Source: an optimization exercise on an open RTL-to-GDS flow (aim: small area, a short achievable clock period and few clock cycles). Production flows keep margins and buffers that such runs may drop.
Function was checked by simulation only, so behaviour that the tests miss may differ from the original.
Power and IR drop assume default switching activity.

$ cat flow/constraint.sdc
create_clock -name core_clock -period 10.0 [get_ports {clk}]
set_input_delay 2.0000 -clock core_clock [delete_from_list [all_inputs] [get_ports {clk}]]
set_output_delay 2.0000 -clock core_clock [all_outputs]
set_load 0.01 [all_outputs]
$ cat flow/run.sh
#!/bin/bash
# synth_recipe.tcl (not shown) runs the flow's synth.tcl, then flattens the netlist and writes it again
# the make line also repeats each setting of config.mk as NAME=value (left out here)
make -C /OpenROAD-flow-scripts/flow DESIGN_CONFIG=/design/flow/config.mk WORK_HOME=/design/flow/orfs CLKGATE_MAP_FILE= SYNTH_SCRIPT=/design/flow/synth_recipe.tcl finish
$ cat flow/config.mk
export PLATFORM = sky130hd
export DESIGN_NAME = aw_core
export DESIGN_NICKNAME = aw_core
export VERILOG_FILES = /design/flow/design.v
export SDC_FILE = /design/flow/constraint.sdc
export NUM_CORES = 4
export LEC_CHECK = 0
export CAP_MARGIN = 20
export CORE_MARGIN = 2
export CORE_UTILIZATION = 40
export PLACE_DENSITY = 0.6
export SLEW_MARGIN = 20
$ cat flow/design.v
module aw_gf_exp (
    input  wire [7:0] i,
    output reg  [7:0] v
);
    always @(*) begin
        case (i)
            8'd0: v = 8'h01;
            8'd1: v = 8'h02;
            8'd2: v = 8'h04;
            8'd3: v = 8'h08;
            8'd4: v = 8'h10;
            8'd5: v = 8'h20;
            8'd6: v = 8'h40;
            8'd7: v = 8'h80;
            8'd8: v = 8'h1D;
            8'd9: v = 8'h3A;
            8'd10: v = 8'h74;
            8'd11: v = 8'hE8;
            8'd12: v = 8'hCD;
            8'd13: v = 8'h87;
            8'd14: v = 8'h13;
            8'd15: v = 8'h26;
            8'd16: v = 8'h4C;
            8'd17: v = 8'h98;
            8'd18: v = 8'h2D;
            8'd19: v = 8'h5A;
            8'd20: v = 8'hB4;
            8'd21: v = 8'h75;
            8'd22: v = 8'hEA;
            8'd23: v = 8'hC9;
            8'd24: v = 8'h8F;
            8'd25: v = 8'h03;
            8'd26: v = 8'h06;
            8'd27: v = 8'h0C;
            8'd28: v = 8'h18;
            8'd29: v = 8'h30;
            8'd30: v = 8'h60;
            8'd31: v = 8'hC0;
            8'd32: v = 8'h9D;
            8'd33: v = 8'h27;
            8'd34: v = 8'h4E;
            8'd35: v = 8'h9C;
            8'd36: v = 8'h25;
            8'd37: v = 8'h4A;
            8'd38: v = 8'h94;
            8'd39: v = 8'h35;
            8'd40: v = 8'h6A;
            8'd41: v = 8'hD4;
            8'd42: v = 8'hB5;
            8'd43: v = 8'h77;
            8'd44: v = 8'hEE;
            8'd45: v = 8'hC1;
            8'd46: v = 8'h9F;
            8'd47: v = 8'h23;
            8'd48: v = 8'h46;
            8'd49: v = 8'h8C;
            8'd50: v = 8'h05;
            8'd51: v = 8'h0A;
            8'd52: v = 8'h14;
            8'd53: v = 8'h28;
            8'd54: v = 8'h50;
            8'd55: v = 8'hA0;
            8'd56: v = 8'h5D;
            8'd57: v = 8'hBA;
            8'd58: v = 8'h69;
            8'd59: v = 8'hD2;
            8'd60: v = 8'hB9;
            8'd61: v = 8'h6F;
            8'd62: v = 8'hDE;
            8'd63: v = 8'hA1;
            8'd64: v = 8'h5F;
            8'd65: v = 8'hBE;
            8'd66: v = 8'h61;
            8'd67: v = 8'hC2;
            8'd68: v = 8'h99;
            8'd69: v = 8'h2F;
            8'd70: v = 8'h5E;
            8'd71: v = 8'hBC;
            8'd72: v = 8'h65;
            8'd73: v = 8'hCA;
            8'd74: v = 8'h89;
            8'd75: v = 8'h0F;
            8'd76: v = 8'h1E;
            8'd77: v = 8'h3C;
            8'd78: v = 8'h78;
            8'd79: v = 8'hF0;
            8'd80: v = 8'hFD;
            8'd81: v = 8'hE7;
            8'd82: v = 8'hD3;
            8'd83: v = 8'hBB;
            8'd84: v = 8'h6B;
            8'd85: v = 8'hD6;
            8'd86: v = 8'hB1;
            8'd87: v = 8'h7F;
            8'd88: v = 8'hFE;
            8'd89: v = 8'hE1;
            8'd90: v = 8'hDF;
            8'd91: v = 8'hA3;
            8'd92: v = 8'h5B;
            8'd93: v = 8'hB6;
            8'd94: v = 8'h71;
            8'd95: v = 8'hE2;
            8'd96: v = 8'hD9;
            8'd97: v = 8'hAF;
            8'd98: v = 8'h43;
            8'd99: v = 8'h86;
            8'd100: v = 8'h11;
            8'd101: v = 8'h22;
            8'd102: v = 8'h44;
            8'd103: v = 8'h88;
            8'd104: v = 8'h0D;
            8'd105: v = 8'h1A;
            8'd106: v = 8'h34;
            8'd107: v = 8'h68;
            8'd108: v = 8'hD0;
            8'd109: v = 8'hBD;
            8'd110: v = 8'h67;
            8'd111: v = 8'hCE;
            8'd112: v = 8'h81;
            8'd113: v = 8'h1F;
            8'd114: v = 8'h3E;
            8'd115: v = 8'h7C;
            8'd116: v = 8'hF8;
            8'd117: v = 8'hED;
            8'd118: v = 8'hC7;
            8'd119: v = 8'h93;
            8'd120: v = 8'h3B;
            8'd121: v = 8'h76;
            8'd122: v = 8'hEC;
            8'd123: v = 8'hC5;
            8'd124: v = 8'h97;
            8'd125: v = 8'h33;
            8'd126: v = 8'h66;
            8'd127: v = 8'hCC;
            8'd128: v = 8'h85;
            8'd129: v = 8'h17;
            8'd130: v = 8'h2E;
            8'd131: v = 8'h5C;
            8'd132: v = 8'hB8;
            8'd133: v = 8'h6D;
            8'd134: v = 8'hDA;
            8'd135: v = 8'hA9;
            8'd136: v = 8'h4F;
            8'd137: v = 8'h9E;
            8'd138: v = 8'h21;
            8'd139: v = 8'h42;
            8'd140: v = 8'h84;
            8'd141: v = 8'h15;
            8'd142: v = 8'h2A;
            8'd143: v = 8'h54;
            8'd144: v = 8'hA8;
            8'd145: v = 8'h4D;
            8'd146: v = 8'h9A;
            8'd147: v = 8'h29;
            8'd148: v = 8'h52;
            8'd149: v = 8'hA4;
            8'd150: v = 8'h55;
            8'd151: v = 8'hAA;
            8'd152: v = 8'h49;
            8'd153: v = 8'h92;
            8'd154: v = 8'h39;
            8'd155: v = 8'h72;
            8'd156: v = 8'hE4;
            8'd157: v = 8'hD5;
            8'd158: v = 8'hB7;
            8'd159: v = 8'h73;
            8'd160: v = 8'hE6;
            8'd161: v = 8'hD1;
            8'd162: v = 8'hBF;
            8'd163: v = 8'h63;
            8'd164: v = 8'hC6;
            8'd165: v = 8'h91;
            8'd166: v = 8'h3F;
            8'd167: v = 8'h7E;
            8'd168: v = 8'hFC;
            8'd169: v = 8'hE5;
            8'd170: v = 8'hD7;
            8'd171: v = 8'hB3;
            8'd172: v = 8'h7B;
            8'd173: v = 8'hF6;
            8'd174: v = 8'hF1;
            8'd175: v = 8'hFF;
            8'd176: v = 8'hE3;
            8'd177: v = 8'hDB;
            8'd178: v = 8'hAB;
            8'd179: v = 8'h4B;
            8'd180: v = 8'h96;
            8'd181: v = 8'h31;
            8'd182: v = 8'h62;
            8'd183: v = 8'hC4;
            8'd184: v = 8'h95;
            8'd185: v = 8'h37;
            8'd186: v = 8'h6E;
            8'd187: v = 8'hDC;
            8'd188: v = 8'hA5;
            8'd189: v = 8'h57;
            8'd190: v = 8'hAE;
            8'd191: v = 8'h41;
            8'd192: v = 8'h82;
            8'd193: v = 8'h19;
            8'd194: v = 8'h32;
            8'd195: v = 8'h64;
            8'd196: v = 8'hC8;
            8'd197: v = 8'h8D;
            8'd198: v = 8'h07;
            8'd199: v = 8'h0E;
            8'd200: v = 8'h1C;
            8'd201: v = 8'h38;
            8'd202: v = 8'h70;
            8'd203: v = 8'hE0;
            8'd204: v = 8'hDD;
            8'd205: v = 8'hA7;
            8'd206: v = 8'h53;
            8'd207: v = 8'hA6;
            8'd208: v = 8'h51;
            8'd209: v = 8'hA2;
            8'd210: v = 8'h59;
            8'd211: v = 8'hB2;
            8'd212: v = 8'h79;
            8'd213: v = 8'hF2;
            8'd214: v = 8'hF9;
            8'd215: v = 8'hEF;
            8'd216: v = 8'hC3;
            8'd217: v = 8'h9B;
            8'd218: v = 8'h2B;
            8'd219: v = 8'h56;
            8'd220: v = 8'hAC;
            8'd221: v = 8'h45;
            8'd222: v = 8'h8A;
            8'd223: v = 8'h09;
            8'd224: v = 8'h12;
            8'd225: v = 8'h24;
            8'd226: v = 8'h48;
            8'd227: v = 8'h90;
            8'd228: v = 8'h3D;
            8'd229: v = 8'h7A;
            8'd230: v = 8'hF4;
            8'd231: v = 8'hF5;
            8'd232: v = 8'hF7;
            8'd233: v = 8'hF3;
            8'd234: v = 8'hFB;
            8'd235: v = 8'hEB;
            8'd236: v = 8'hCB;
            8'd237: v = 8'h8B;
            8'd238: v = 8'h0B;
            8'd239: v = 8'h16;
            8'd240: v = 8'h2C;
            8'd241: v = 8'h58;
            8'd242: v = 8'hB0;
            8'd243: v = 8'h7D;
            8'd244: v = 8'hFA;
            8'd245: v = 8'hE9;
            8'd246: v = 8'hCF;
            8'd247: v = 8'h83;
            8'd248: v = 8'h1B;
            8'd249: v = 8'h36;
            8'd250: v = 8'h6C;
            8'd251: v = 8'hD8;
            8'd252: v = 8'hAD;
            8'd253: v = 8'h47;
            8'd254: v = 8'h8E;
            8'd255: v = 8'h01;
            default: v = 8'h01;
        endcase
    end
endmodule
module aw_gf_log (
    input  wire [7:0] v,
    output reg  [7:0] l
);
    always @(*) begin
        case (v)
            8'd1: l = 8'd0;
            8'd2: l = 8'd1;
            8'd3: l = 8'd25;
            8'd4: l = 8'd2;
            8'd5: l = 8'd50;
            8'd6: l = 8'd26;
            8'd7: l = 8'd198;
            8'd8: l = 8'd3;
            8'd9: l = 8'd223;
            8'd10: l = 8'd51;
            8'd11: l = 8'd238;
            8'd12: l = 8'd27;
            8'd13: l = 8'd104;
            8'd14: l = 8'd199;
            8'd15: l = 8'd75;
            8'd16: l = 8'd4;
            8'd17: l = 8'd100;
            8'd18: l = 8'd224;
            8'd19: l = 8'd14;
            8'd20: l = 8'd52;
            8'd21: l = 8'd141;
            8'd22: l = 8'd239;
            8'd23: l = 8'd129;
            8'd24: l = 8'd28;
            8'd25: l = 8'd193;
            8'd26: l = 8'd105;
            8'd27: l = 8'd248;
            8'd28: l = 8'd200;
            8'd29: l = 8'd8;
            8'd30: l = 8'd76;
            8'd31: l = 8'd113;
            8'd32: l = 8'd5;
            8'd33: l = 8'd138;
            8'd34: l = 8'd101;
            8'd35: l = 8'd47;
            8'd36: l = 8'd225;
            8'd37: l = 8'd36;
            8'd38: l = 8'd15;
            8'd39: l = 8'd33;
            8'd40: l = 8'd53;
            8'd41: l = 8'd147;
            8'd42: l = 8'd142;
            8'd43: l = 8'd218;
            8'd44: l = 8'd240;
            8'd45: l = 8'd18;
            8'd46: l = 8'd130;
            8'd47: l = 8'd69;
            8'd48: l = 8'd29;
            8'd49: l = 8'd181;
            8'd50: l = 8'd194;
            8'd51: l = 8'd125;
            8'd52: l = 8'd106;
            8'd53: l = 8'd39;
            8'd54: l = 8'd249;
            8'd55: l = 8'd185;
            8'd56: l = 8'd201;
            8'd57: l = 8'd154;
            8'd58: l = 8'd9;
            8'd59: l = 8'd120;
            8'd60: l = 8'd77;
            8'd61: l = 8'd228;
            8'd62: l = 8'd114;
            8'd63: l = 8'd166;
            8'd64: l = 8'd6;
            8'd65: l = 8'd191;
            8'd66: l = 8'd139;
            8'd67: l = 8'd98;
            8'd68: l = 8'd102;
            8'd69: l = 8'd221;
            8'd70: l = 8'd48;
            8'd71: l = 8'd253;
            8'd72: l = 8'd226;
            8'd73: l = 8'd152;
            8'd74: l = 8'd37;
            8'd75: l = 8'd179;
            8'd76: l = 8'd16;
            8'd77: l = 8'd145;
            8'd78: l = 8'd34;
            8'd79: l = 8'd136;
            8'd80: l = 8'd54;
            8'd81: l = 8'd208;
            8'd82: l = 8'd148;
            8'd83: l = 8'd206;
            8'd84: l = 8'd143;
            8'd85: l = 8'd150;
            8'd86: l = 8'd219;
            8'd87: l = 8'd189;
            8'd88: l = 8'd241;
            8'd89: l = 8'd210;
            8'd90: l = 8'd19;
            8'd91: l = 8'd92;
            8'd92: l = 8'd131;
            8'd93: l = 8'd56;
            8'd94: l = 8'd70;
            8'd95: l = 8'd64;
            8'd96: l = 8'd30;
            8'd97: l = 8'd66;
            8'd98: l = 8'd182;
            8'd99: l = 8'd163;
            8'd100: l = 8'd195;
            8'd101: l = 8'd72;
            8'd102: l = 8'd126;
            8'd103: l = 8'd110;
            8'd104: l = 8'd107;
            8'd105: l = 8'd58;
            8'd106: l = 8'd40;
            8'd107: l = 8'd84;
            8'd108: l = 8'd250;
            8'd109: l = 8'd133;
            8'd110: l = 8'd186;
            8'd111: l = 8'd61;
            8'd112: l = 8'd202;
            8'd113: l = 8'd94;
            8'd114: l = 8'd155;
            8'd115: l = 8'd159;
            8'd116: l = 8'd10;
            8'd117: l = 8'd21;
            8'd118: l = 8'd121;
            8'd119: l = 8'd43;
            8'd120: l = 8'd78;
            8'd121: l = 8'd212;
            8'd122: l = 8'd229;
            8'd123: l = 8'd172;
            8'd124: l = 8'd115;
            8'd125: l = 8'd243;
            8'd126: l = 8'd167;
            8'd127: l = 8'd87;
            8'd128: l = 8'd7;
            8'd129: l = 8'd112;
            8'd130: l = 8'd192;
            8'd131: l = 8'd247;
            8'd132: l = 8'd140;
            8'd133: l = 8'd128;
            8'd134: l = 8'd99;
            8'd135: l = 8'd13;
            8'd136: l = 8'd103;
            8'd137: l = 8'd74;
            8'd138: l = 8'd222;
            8'd139: l = 8'd237;
            8'd140: l = 8'd49;
            8'd141: l = 8'd197;
            8'd142: l = 8'd254;
            8'd143: l = 8'd24;
            8'd144: l = 8'd227;
            8'd145: l = 8'd165;
            8'd146: l = 8'd153;
            8'd147: l = 8'd119;
            8'd148: l = 8'd38;
            8'd149: l = 8'd184;
            8'd150: l = 8'd180;
            8'd151: l = 8'd124;
            8'd152: l = 8'd17;
            8'd153: l = 8'd68;
            8'd154: l = 8'd146;
            8'd155: l = 8'd217;
            8'd156: l = 8'd35;
            8'd157: l = 8'd32;
            8'd158: l = 8'd137;
            8'd159: l = 8'd46;
            8'd160: l = 8'd55;
            8'd161: l = 8'd63;
            8'd162: l = 8'd209;
            8'd163: l = 8'd91;
            8'd164: l = 8'd149;
            8'd165: l = 8'd188;
            8'd166: l = 8'd207;
            8'd167: l = 8'd205;
            8'd168: l = 8'd144;
            8'd169: l = 8'd135;
            8'd170: l = 8'd151;
            8'd171: l = 8'd178;
            8'd172: l = 8'd220;
            8'd173: l = 8'd252;
            8'd174: l = 8'd190;
            8'd175: l = 8'd97;
            8'd176: l = 8'd242;
            8'd177: l = 8'd86;
            8'd178: l = 8'd211;
            8'd179: l = 8'd171;
            8'd180: l = 8'd20;
            8'd181: l = 8'd42;
            8'd182: l = 8'd93;
            8'd183: l = 8'd158;
            8'd184: l = 8'd132;
            8'd185: l = 8'd60;
            8'd186: l = 8'd57;
            8'd187: l = 8'd83;
            8'd188: l = 8'd71;
            8'd189: l = 8'd109;
            8'd190: l = 8'd65;
            8'd191: l = 8'd162;
            8'd192: l = 8'd31;
            8'd193: l = 8'd45;
            8'd194: l = 8'd67;
            8'd195: l = 8'd216;
            8'd196: l = 8'd183;
            8'd197: l = 8'd123;
            8'd198: l = 8'd164;
            8'd199: l = 8'd118;
            8'd200: l = 8'd196;
            8'd201: l = 8'd23;
            8'd202: l = 8'd73;
            8'd203: l = 8'd236;
            8'd204: l = 8'd127;
            8'd205: l = 8'd12;
            8'd206: l = 8'd111;
            8'd207: l = 8'd246;
            8'd208: l = 8'd108;
            8'd209: l = 8'd161;
            8'd210: l = 8'd59;
            8'd211: l = 8'd82;
            8'd212: l = 8'd41;
            8'd213: l = 8'd157;
            8'd214: l = 8'd85;
            8'd215: l = 8'd170;
            8'd216: l = 8'd251;
            8'd217: l = 8'd96;
            8'd218: l = 8'd134;
            8'd219: l = 8'd177;
            8'd220: l = 8'd187;
            8'd221: l = 8'd204;
            8'd222: l = 8'd62;
            8'd223: l = 8'd90;
            8'd224: l = 8'd203;
            8'd225: l = 8'd89;
            8'd226: l = 8'd95;
            8'd227: l = 8'd176;
            8'd228: l = 8'd156;
            8'd229: l = 8'd169;
            8'd230: l = 8'd160;
            8'd231: l = 8'd81;
            8'd232: l = 8'd11;
            8'd233: l = 8'd245;
            8'd234: l = 8'd22;
            8'd235: l = 8'd235;
            8'd236: l = 8'd122;
            8'd237: l = 8'd117;
            8'd238: l = 8'd44;
            8'd239: l = 8'd215;
            8'd240: l = 8'd79;
            8'd241: l = 8'd174;
            8'd242: l = 8'd213;
            8'd243: l = 8'd233;
            8'd244: l = 8'd230;
            8'd245: l = 8'd231;
            8'd246: l = 8'd173;
            8'd247: l = 8'd232;
            8'd248: l = 8'd116;
            8'd249: l = 8'd214;
            8'd250: l = 8'd244;
            8'd251: l = 8'd234;
            8'd252: l = 8'd168;
            8'd253: l = 8'd80;
            8'd254: l = 8'd88;
            8'd255: l = 8'd175;
            default: l = 8'd0;
        endcase
    end
endmodule
module aw_gf_mul (
    input  wire [7:0] a,
    input  wire [7:0] b,
    output reg  [7:0] p
);
    reg [14:0] r;
    integer k;
    always @(*) begin
        r = 15'd0;
        for (k = 0; k < 8; k = k + 1)
            if (b[k]) r = r ^ ({7'd0, a} << k);
        for (k = 14; k >= 8; k = k - 1)
            if (r[k]) r = r ^ (15'h11D << (k - 8));
        p = r[7:0];
    end
endmodule
module aw_core (
    input  wire        clk,
    input  wire        rst,
    input  wire        cmd_valid,
    output wire        cmd_ready,
    input  wire [31:0] cmd,
    output reg         rsp_valid,
    output reg  [31:0] rsp
);
    localparam [7:0] OP_NOP     = 8'h00;
    localparam [7:0] OP_BUF_WR  = 8'h01;
    localparam [7:0] OP_BUF_RD  = 8'h02;
    localparam [7:0] OP_CSR_RD  = 8'h03;
    localparam [7:0] OP_GF_EXP  = 8'h30;
    localparam [7:0] OP_GF_LOG  = 8'h31;
    localparam [7:0] OP_GF_MUL  = 8'h32;
    localparam [7:0] OP_RS_GEN  = 8'h40;
    localparam [7:0] OP_RS_ENC  = 8'h41;
    localparam [7:0] OP_RS_SYN  = 8'h42;
    localparam [7:0] OP_FMT_ENC = 8'h50;
    localparam [7:0] OP_QR_INIT = 8'h60;
    localparam [7:0] OP_QR_DATA = 8'h61;
    localparam [7:0] OP_QR_FMT  = 8'h62;
    localparam [7:0] OP_QR_GET  = 8'h63;
    localparam [7:0] OP_QR_ROW  = 8'h64;
    localparam [7:0] ST_OK        = 8'h00;
    localparam [7:0] ST_GF_DOMAIN = 8'h02;
    localparam [7:0] ST_ILLEGAL   = 8'h10;
    localparam [7:0] ST_RANGE     = 8'h11;
    localparam [7:0] ST_SEQ       = 8'h12;
    localparam [23:0] CORE_ID = 24'h415701;
    localparam [1:0] S_IDLE   = 2'd0;
    localparam [1:0] S_RS_ENC = 2'd1;
    localparam [1:0] S_RS_SYN = 2'd2;
    localparam [1:0] S_QR_DATA = 2'd3;
    function [7:0] gen_coef;
        input [2:0] j;
        case (j)
            3'd0: gen_coef = 8'h75;
            3'd1: gen_coef = 8'h44;
            3'd2: gen_coef = 8'h0B;
            3'd3: gen_coef = 8'hA4;
            3'd4: gen_coef = 8'h9A;
            3'd5: gen_coef = 8'h7A;
            3'd6: gen_coef = 8'h7F;
            default: gen_coef = 8'h01;
        endcase
    endfunction
    function [20:0] init_func_row;
        input [4:0] y;
        case (y)
            5'd6:                               init_func_row = 21'h1FFFFF;
            5'd0, 5'd1, 5'd2, 5'd3, 5'd4, 5'd5,
            5'd7, 5'd8:                         init_func_row = 21'h1FE1FF;
            5'd9, 5'd10, 5'd11, 5'd12:          init_func_row = 21'h000040;
            default:                            init_func_row = 21'h0001FF;
        endcase
    endfunction
    function [20:0] init_mod_row;
        input [4:0] y;
        case (y)
            5'd0:  init_mod_row = 21'h1FC07F;
            5'd1:  init_mod_row = 21'h104041;
            5'd2:  init_mod_row = 21'h17405D;
            5'd3:  init_mod_row = 21'h17405D;
            5'd4:  init_mod_row = 21'h17405D;
            5'd5:  init_mod_row = 21'h104041;
            5'd6:  init_mod_row = 21'h1FD57F;
            5'd8:  init_mod_row = 21'h000040;
            5'd10: init_mod_row = 21'h000040;
            5'd12: init_mod_row = 21'h000040;
            5'd13: init_mod_row = 21'h000100;
            5'd14: init_mod_row = 21'h00007F;
            5'd15: init_mod_row = 21'h000041;
            5'd16: init_mod_row = 21'h00005D;
            5'd17: init_mod_row = 21'h00005D;
            5'd18: init_mod_row = 21'h00005D;
            5'd19: init_mod_row = 21'h000041;
            5'd20: init_mod_row = 21'h00007F;
            default: init_mod_row = 21'h000000;
        endcase
    endfunction
    function [4:0] strip_a_x;
        input [3:0] k;
        case (k)
            4'd0: strip_a_x = 5'd0;
            4'd1: strip_a_x = 5'd1;
            4'd2: strip_a_x = 5'd2;
            4'd3: strip_a_x = 5'd3;
            4'd4: strip_a_x = 5'd4;
            4'd5: strip_a_x = 5'd5;
            4'd6: strip_a_x = 5'd7;
            default: strip_a_x = 5'd8;
        endcase
    endfunction
    function [4:0] strip_a_y;
        input [3:0] k;
        case (k)
            4'd8:  strip_a_y = 5'd7;
            4'd9:  strip_a_y = 5'd5;
            4'd10: strip_a_y = 5'd4;
            4'd11: strip_a_y = 5'd3;
            4'd12: strip_a_y = 5'd2;
            4'd13: strip_a_y = 5'd1;
            4'd14: strip_a_y = 5'd0;
            default: strip_a_y = 5'd8;
        endcase
    endfunction
    function [4:0] strip_b_x;
        input [3:0] k;
        strip_b_x = (k < 4'd7) ? 5'd8 : {1'b0, k} + 5'd6;
    endfunction
    function [4:0] strip_b_y;
        input [3:0] k;
        strip_b_y = (k < 4'd7) ? 5'd20 - {1'b0, k} : 5'd8;
    endfunction
    function [14:0] bch_format;
        input [4:0] d;
        reg [14:0] v;
        integer k;
        begin
            v = {d, 10'd0};
            for (k = 14; k >= 10; k = k - 1)
                if (v[k]) v = v ^ (15'h537 << (k - 10));
            bch_format = {d, v[9:0]} ^ 15'h5412;
        end
    endfunction
    reg  [7:0]  cw       [0:25];
    reg  [20:0] mod_row  [0:20];
    reg  [20:0] func_row [0:20];
    reg  [2:0]  qrst;
    reg  [1:0]  state;
    reg  [4:0]  step;       
    reg  [7:0]  rem [0:6];  
    reg  [7:0]  syn;        
    reg  [7:0]  syn_root;   
    reg  [4:0]  qd_right;   
    reg         qd_up;      
    reg  [4:0]  qd_t;       
    reg         qd_left;    
    reg  [7:0]  qd_n;       
    assign cmd_ready = (state == S_IDLE);
    wire [7:0]  op    = cmd[31:24];
    wire [7:0]  fa    = cmd[23:16];
    wire [7:0]  fb    = cmd[15:8];
    wire [14:0] imm15 = cmd[14:0];
    wire fmt_z   = (cmd[23:0] == 24'd0);
    wire fmt_a   = (cmd[15:0] == 16'd0);
    wire fmt_ab  = (cmd[7:0]  == 8'd0);
    wire fmt_i15 = (cmd[23:15] == 9'd0);
    reg legal;
    always @(*) begin
        case (op)
            OP_NOP, OP_RS_ENC, OP_QR_INIT, OP_QR_DATA:          legal = fmt_z;
            OP_BUF_RD, OP_CSR_RD, OP_GF_EXP, OP_GF_LOG,
            OP_RS_GEN, OP_RS_SYN, OP_FMT_ENC:                   legal = fmt_a;
            OP_BUF_WR, OP_GF_MUL, OP_QR_GET, OP_QR_ROW:         legal = fmt_ab;
            OP_QR_FMT:                                          legal = fmt_i15;
            default:                                            legal = 1'b0;
        endcase
    end
    wire [7:0] log_a, log_b, exp_out;
    reg  [7:0] exp_in;
    reg  [8:0] log_sum;
    aw_gf_log u_log_a (.v(fa), .l(log_a));
    aw_gf_log u_log_b (.v(fb), .l(log_b));
    aw_gf_exp u_exp   (.i(exp_in), .v(exp_out));
    always @(*) begin
        log_sum = {1'b0, log_a} + {1'b0, log_b};
        if (log_sum >= 9'd255) log_sum = log_sum - 9'd255;
        exp_in = (op == OP_GF_MUL) ? log_sum[7:0] : fa;
    end
    wire [7:0] gf_product = (fa == 8'd0 || fb == 8'd0) ? 8'd0 : exp_out;
    wire [7:0] rs_fb = cw[step] ^ rem[0];
    wire [7:0] rs_prod [0:6];
    genvar g;
    generate
        for (g = 0; g < 7; g = g + 1) begin : g_rs
            aw_gf_mul u_mul (.a(gen_coef(3'd6 - g)), .b(rs_fb), .p(rs_prod[g]));
        end
    endgenerate
    wire [7:0] syn_prod;
    aw_gf_mul u_syn_mul (.a(syn), .b(syn_root), .p(syn_prod));
    wire [7:0] syn_next = syn_prod ^ cw[step];
    wire [4:0] qd_x    = qd_left ? qd_right - 5'd1 : qd_right;
    wire [4:0] qd_y    = qd_up ? 5'd20 - qd_t : qd_t;
    wire       qd_func = func_row[qd_y][qd_x];
    wire [7:0] qd_byte = cw[qd_n[7:3]];
    wire       qd_bit  = qd_byte[3'd7 - qd_n[2:0]];
    wire       qd_mask = ~(qd_x[0] ^ qd_y[0]);
    wire       qd_last = (qd_right == 5'd1) && (qd_t == 5'd20) && qd_left;
    integer i, k;
    always @(posedge clk) begin
        if (rst) begin
            for (i = 0; i < 26; i = i + 1) cw[i] <= 8'd0;
            for (i = 0; i < 21; i = i + 1) begin
                mod_row[i]  <= 21'd0;
                func_row[i] <= 21'd0;
            end
            for (i = 0; i < 7; i = i + 1) rem[i] <= 8'd0;
            qrst      <= 3'd0;
            state     <= S_IDLE;
            step      <= 5'd0;
            syn       <= 8'd0;
            syn_root  <= 8'd0;
            qd_right  <= 5'd0;
            qd_up     <= 1'b0;
            qd_t      <= 5'd0;
            qd_left   <= 1'b0;
            qd_n      <= 8'd0;
            rsp_valid <= 1'b0;
            rsp       <= 32'd0;
        end else begin
            rsp_valid <= 1'b0;
            case (state)
            S_IDLE: begin
                if (cmd_valid) begin
                    rsp_valid <= 1'b1;
                    rsp       <= 32'd0;
                    if (!legal) begin
                        rsp <= {ST_ILLEGAL, 24'd0};
                    end else begin
                        case (op)
                        OP_NOP: ;
                        OP_BUF_WR:
                            if (fa > 8'h19) rsp <= {ST_RANGE, 24'd0};
                            else cw[fa[4:0]] <= fb;
                        OP_BUF_RD:
                            if (fa > 8'h19) rsp <= {ST_RANGE, 24'd0};
                            else rsp <= {ST_OK, 16'd0, cw[fa[4:0]]};
                        OP_CSR_RD:
                            if (fa == 8'd0)      rsp <= {ST_OK, CORE_ID};
                            else if (fa == 8'd1) rsp <= {ST_OK, 21'd0, qrst};
                            else                 rsp <= {ST_RANGE, 24'd0};
                        OP_GF_EXP:
                            rsp <= {ST_OK, 16'd0, exp_out};
                        OP_GF_LOG:
                            if (fa == 8'd0) rsp <= {ST_GF_DOMAIN, 24'd0};
                            else            rsp <= {ST_OK, 16'd0, log_a};
                        OP_GF_MUL:
                            rsp <= {ST_OK, 16'd0, gf_product};
                        OP_RS_GEN:
                            if (fa > 8'd7) rsp <= {ST_RANGE, 24'd0};
                            else           rsp <= {ST_OK, 16'd0, gen_coef(fa[2:0])};
                        OP_RS_ENC: begin
                            rsp_valid <= 1'b0;
                            state     <= S_RS_ENC;
                            step      <= 5'd0;
                            for (i = 0; i < 7; i = i + 1) rem[i] <= 8'd0;
                        end
                        OP_RS_SYN:
                            if (fa > 8'd6) rsp <= {ST_RANGE, 24'd0};
                            else begin
                                rsp_valid <= 1'b0;
                                state     <= S_RS_SYN;
                                step      <= 5'd0;
                                syn       <= 8'd0;
                                syn_root  <= 8'd1 << fa[2:0];
                            end
                        OP_FMT_ENC:
                            if (fa > 8'd31) rsp <= {ST_RANGE, 24'd0};
                            else            rsp <= {ST_OK, 9'd0, bch_format(fa[4:0])};
                        OP_QR_INIT: begin
                            for (i = 0; i < 21; i = i + 1) begin
                                mod_row[i]  <= init_mod_row(i[4:0]);
                                func_row[i] <= init_func_row(i[4:0]);
                            end
                            qrst <= 3'b001;
                        end
                        OP_QR_DATA:
                            if (!qrst[0] || qrst[1]) rsp <= {ST_SEQ, 24'd0};
                            else begin
                                rsp_valid <= 1'b0;
                                state     <= S_QR_DATA;
                                qd_right  <= 5'd20;
                                qd_up     <= 1'b1;
                                qd_t      <= 5'd0;
                                qd_left   <= 1'b0;
                                qd_n      <= 8'd0;
                            end
                        OP_QR_FMT:
                            if (!qrst[0] || qrst[2]) rsp <= {ST_SEQ, 24'd0};
                            else begin
                                for (k = 0; k < 15; k = k + 1) begin
                                    mod_row[strip_a_y(k[3:0])][strip_a_x(k[3:0])] <= imm15[14 - k];
                                    mod_row[strip_b_y(k[3:0])][strip_b_x(k[3:0])] <= imm15[14 - k];
                                end
                                qrst[2] <= 1'b1;
                            end
                        OP_QR_GET:
                            if (fa > 8'd20 || fb > 8'd20) rsp <= {ST_RANGE, 24'd0};
                            else rsp <= {ST_OK, 22'd0, func_row[fa[4:0]][fb[4:0]],
                                         mod_row[fa[4:0]][fb[4:0]]};
                        OP_QR_ROW:
                            if (fa > 8'd20 || fb > 8'd1) rsp <= {ST_RANGE, 24'd0};
                            else if (fb[0]) rsp <= {ST_OK, 3'd0, func_row[fa[4:0]]};
                            else            rsp <= {ST_OK, 3'd0, mod_row[fa[4:0]]};
                        default: ;
                        endcase
                    end
                end
            end
            S_RS_ENC: begin
                for (i = 0; i < 6; i = i + 1) rem[i] <= rem[i + 1] ^ rs_prod[i];
                rem[6] <= rs_prod[6];
                if (step == 5'd18) begin
                    for (i = 0; i < 6; i = i + 1) cw[19 + i] <= rem[i + 1] ^ rs_prod[i];
                    cw[25]    <= rs_prod[6];
                    state     <= S_IDLE;
                    rsp_valid <= 1'b1;
                    rsp       <= 32'd0;
                end
                step <= step + 5'd1;
            end
            S_RS_SYN: begin
                syn <= syn_next;
                if (step == 5'd25) begin
                    state     <= S_IDLE;
                    rsp_valid <= 1'b1;
                    rsp       <= {ST_OK, 16'd0, syn_next};
                end
                step <= step + 5'd1;
            end
            S_QR_DATA: begin
                if (!qd_func) begin
                    mod_row[qd_y][qd_x] <= qd_bit ^ qd_mask;
                    qd_n <= qd_n + 8'd1;
                end
                if (qd_last) begin
                    qrst[1]   <= 1'b1;
                    state     <= S_IDLE;
                    rsp_valid <= 1'b1;
                    rsp       <= 32'd0;
                end
                qd_left <= ~qd_left;
                if (qd_left) begin
                    if (qd_t == 5'd20) begin
                        qd_t     <= 5'd0;
                        qd_up    <= ~qd_up;
                        qd_right <= (qd_right == 5'd8) ? 5'd5 : qd_right - 5'd2;
                    end else begin
                        qd_t <= qd_t + 5'd1;
                    end
                end
            end
            endcase
        end
    end
endmodule
==> impl_metrics.csv <==
group,metric,value,unit
status,outcome,"complete, no violations",
synth,syn_avg_cell_area,10.12,µm²
sta,period_needed,8737,ps
sta,fmax,0.1145,GHz
placement,hpwl,174.6,mm
setup_path,cp_max_fo,38,
grt,grt_usage,29.58,%
drt,wl_met3,27.26,mm
grt,grt_pass1_vias,54970,
synth,synth.distinct_cells,94,
clocking,clkSinkCount,1066,
clocking,cts_root_buf,"clkbuf_16",
sta,hold_viol_final,0,
floorplanning,num_rows,151,
drt,m1WireLength,99.07,mm
placement,portBuffers,61,
synth,ys_seq_elements,1066,
floorplanning,die_w,417.0,µm
synth,synth.largest_area_cell,"edfxtp_1",
clocking,ctsResizeCount,0,
drt,drt_first_iter_violations,8508,
drt,top_layer,"met5",
clocking,clock_path_buffers,3,
sta,fin_skew,102.5,ps
drt,antenna_left,0,
placement,gp_congestion,1.023,
synth,synth_top_area_share,38.21,%
setup_path,crit_family,"compound AO/OA/AOI/OAI gates",
drt,route.vias.total,57730,
setup_path,timing.critical_path.mode_cell,"a21oi_1",
setup_path,critPathLaunchType,"primary input",
synth,synth-edff-count,868,
clocking,hold_buffers,0,
floorplanning,fp.dieH,417.0,µm
floorplanning,die_area,173900,µm²
synth,synthesis.area,68220,µm²
drt,dr.pass1.iters,9,
final_layout,layout-drive-gt1-share,16.21,%
sta,setup_tns,0,ps
power,finalPower,0.01070,W
drt,drcViolationCount,0,
floorplanning,core-area,169500,µm²
setup_path,worstPathRequired,10620,ps
sta,rsz0062_at_grt,"false",
floorplanning,boundaryPins,69,
clocking,clk_pin_slew_worst_paths,60,ps
grt,grt_pass1_wl,383.0,mm
synth,syn-instance-count,6742,
clocking,clock_latency,810,ps
synth,synth_area_leaders,"edfxtp_1 38%, mux4_2 16%, nor2_1 6.0%",
drt,drt-total-wl,262.9,mm
run,max_cap_violations,0,
floorplanning,start_util,40.25,%
setup_path,crit_path_end_kind,"flip-flop",
setup_path,crit_path_max_incr_delay,580,ps
final_layout,synthToLayoutAreaGrowth,9.349,%
clocking,cts_tree,"built",
synth,synth_async_sr_flop_share,0,%
synth,synth_flop_cell,"edfxtp_1",
clocking,post-cts-setup-buffers,0,
clocking,ctsHtreeMaxLevel,3,
setup_path,path_class,"in -> reg",
setup_path,crit_slowest_cell,"a2111oi_2",
sta,worst_pin_slew,1086,ps
synth,synth.yosys.seq_area_share,44.02,%
sta,maxSlewViolCount,0,
sta,fin_crit_sh,87.37,%
grt,grt_max_degree,117,
power,leakagePower,24.23,nW
grt,grt.overflow.total,0,
power,power_density,143.4,nW/µm²
drt,wl_per_cell,30.06,µm
final_layout,fill_cells,16030,
setup_path,arrival,9360,ps
sta,slew_headroom,25.51,%
drt,viasPerCell,6.602,
synth,yosys_warnings,8,
power,ir_worst_vdd,163.4,µV
sta,finalSetupViolCount,0,
clocking,cts_buffers,114,
setup_path,critPathBufInv,5,
grt,antenna_found_initial,8,
min_path,hold_path_class,"reg -> reg",
drt,dr_wl_met2,122.3,mm
final_layout,num-nets-final,6544,
==> cell usage after synthesis (21+ instances only) <==
master,count
buf_1,78
o31ai_1,91
a21oi_1,319
nand2_1,564
o21ai_0,750
xnor2_1,150
buf_2,101
nor2_1,1094
or2_2,40
nor3_1,217
mux2i_1,25
nand2b_1,35
nand3_1,135
xor2_1,73
clkbuf_1,546
o221ai_1,22
nor4_1,21
inv_1,45
a221oi_1,25
a211oi_1,49
nor2b_1,36
a21o_1,47
a31oi_1,69
mux4_2,473
o311ai_0,33
o22ai_1,38
a22oi_1,34
and3_1,26
o211ai_1,49
and2_1,72
a311oi_1,33
ha_1,80
edfxtp_1,868
dfxtp_1,198
==> layout make-up <==
| type | instances | area [µm²] | area share (%) |
|---|---|---|---|
| multi-input cells | 4887 | 35220 | 47.22 |
| flip-flops and latches | 1066 | 30040 | 40.27 |
| clock buffers | 143 | 3074 | 4.121 |
| well taps | 2218 | 2775 | 3.720 |
| repair buffers | 305 | 2534 | 3.397 |
| clock inverters | 72 | 740.7 | 0.9930 |
| inverters | 53 | 203.9 | 0.2734 |
| diodes | 1 | 2.502 | 0.003355 |
==> per-layer routing <==
layer  global-route usage [%]  vias to the layer above
li1                         -                    24490
met1                    39.00                    28710
met2                    47.28                     3769
met3                    5.507                      757
met4                    13.77                       10
met5                        0                        -
==> final timing paths <==
path,startpoint,to,slack (ps),cells after the start
min,rem[1][1]$_SDFFE_PP0P_,rem[1][1]$_SDFFE_PP0P_,470,2
min reg2reg,rem[1][1]$_SDFFE_PP0P_,rem[1][1]$_SDFFE_PP0P_,470,2
max,cmd[8],rsp[1]$_SDFFE_PP0P_,1260,25
max reg2reg,flip-flop,mod_row[3][20]$_DFFE_PP_,3250,11
==> layout by cell type, fill, tap and decap left out, types with 91 or more instances in the layout <==
cell type / count
o31ai_1: 91
nand3_1: 127
xnor2_1: 150
o21ai_0: 748
nor2_1: 1089
nand2_1: 547
clkbuf_16: 116
buf_4: 239
dfxtp_1: 194
nor3_1: 212
edfxtp_1: 868
a21oi_1: 319
mux4_2: 473
==> tightest hold or removal path: stages (launching register included) <==
cell and delay, ps:
dfxtp_1 320, nand2_1 50, o21ai_1 50
==> cells by family after synthesis <==
family	Yosys count	share of synthesized area, %
flip-flops	1066	44.02
buffers and inverters	795	4.686
AO/OA/AOI/OAI	1725	15.32
adder cells (fa/ha/maj)	82	1.526
multiplexers	509	16.27
AND/OR/NAND/NOR	2320	14.69
other	1	0.005497
XOR/XNOR	244	3.479
==> flip-flops by register name (all words and copies together), names as in the netlist, named ones only <==
name,count
syn_root,8
rsp,25
qd_n,8
qd_up,1
rsp_valid,1
rem,56
qd_right,5
step,5
state,2
qd_left,1
cw,256
mod_row,672
qd_t,5
func_row,1
syn,8
qrst,2
==> power by group <==
group          internal (W)  total (W)  switching (W)
registers           0.00485    0.00489      0.0000366
clock network       0.00241    0.00434        0.00194
logic              0.000502    0.00147       0.000964
==> per-stage QoR <==
step	util (%)	std cells	setup WS, ps	hold slack (ps)	area, µm²
3_5_place_dp	41.74	8528	713.1	463.0	70730
5_1_grt	44.02	8745	934.9	482.4	74590
6_report	44.02	8745	1263	472.5	74590
2_1_floorplan	-	6748	236.1	441.3	68240
4_1_cts	43.99	8743	1476	470.6	74540
3_3_place_gp	41.73	8528	765.5	449.8	70720
Testbench counts, summed over its fixed seeds: cycles 24,632.

[static timing again, ports no longer ideal]
The flow's constraints put no driver on any port. The routed layout listed below was extracted and timed again, unchanged, in two steps.
Step 1 assumes that a clkbuf_16 drives the clock port and a buf_2 every other input.
Step 2 times the ports against the registers' clock, not the clock port: input delays grow and output delays shrink by t, the midpoint of the rising clock arrivals with the driver on.
Slacks: ideal ports / drivers / drivers and shift; pairs: ideal ports / drivers.
t (ns): 0.844
setup slack, ns: 1.263 / 1.257 / 0.413
worst slew at a driven data input, ns: 0.17
After both steps this run still meets setup and hold. For this run, drivers alone change the setup slack by -0.006 ns; drivers and shift together by -0.850 ns.
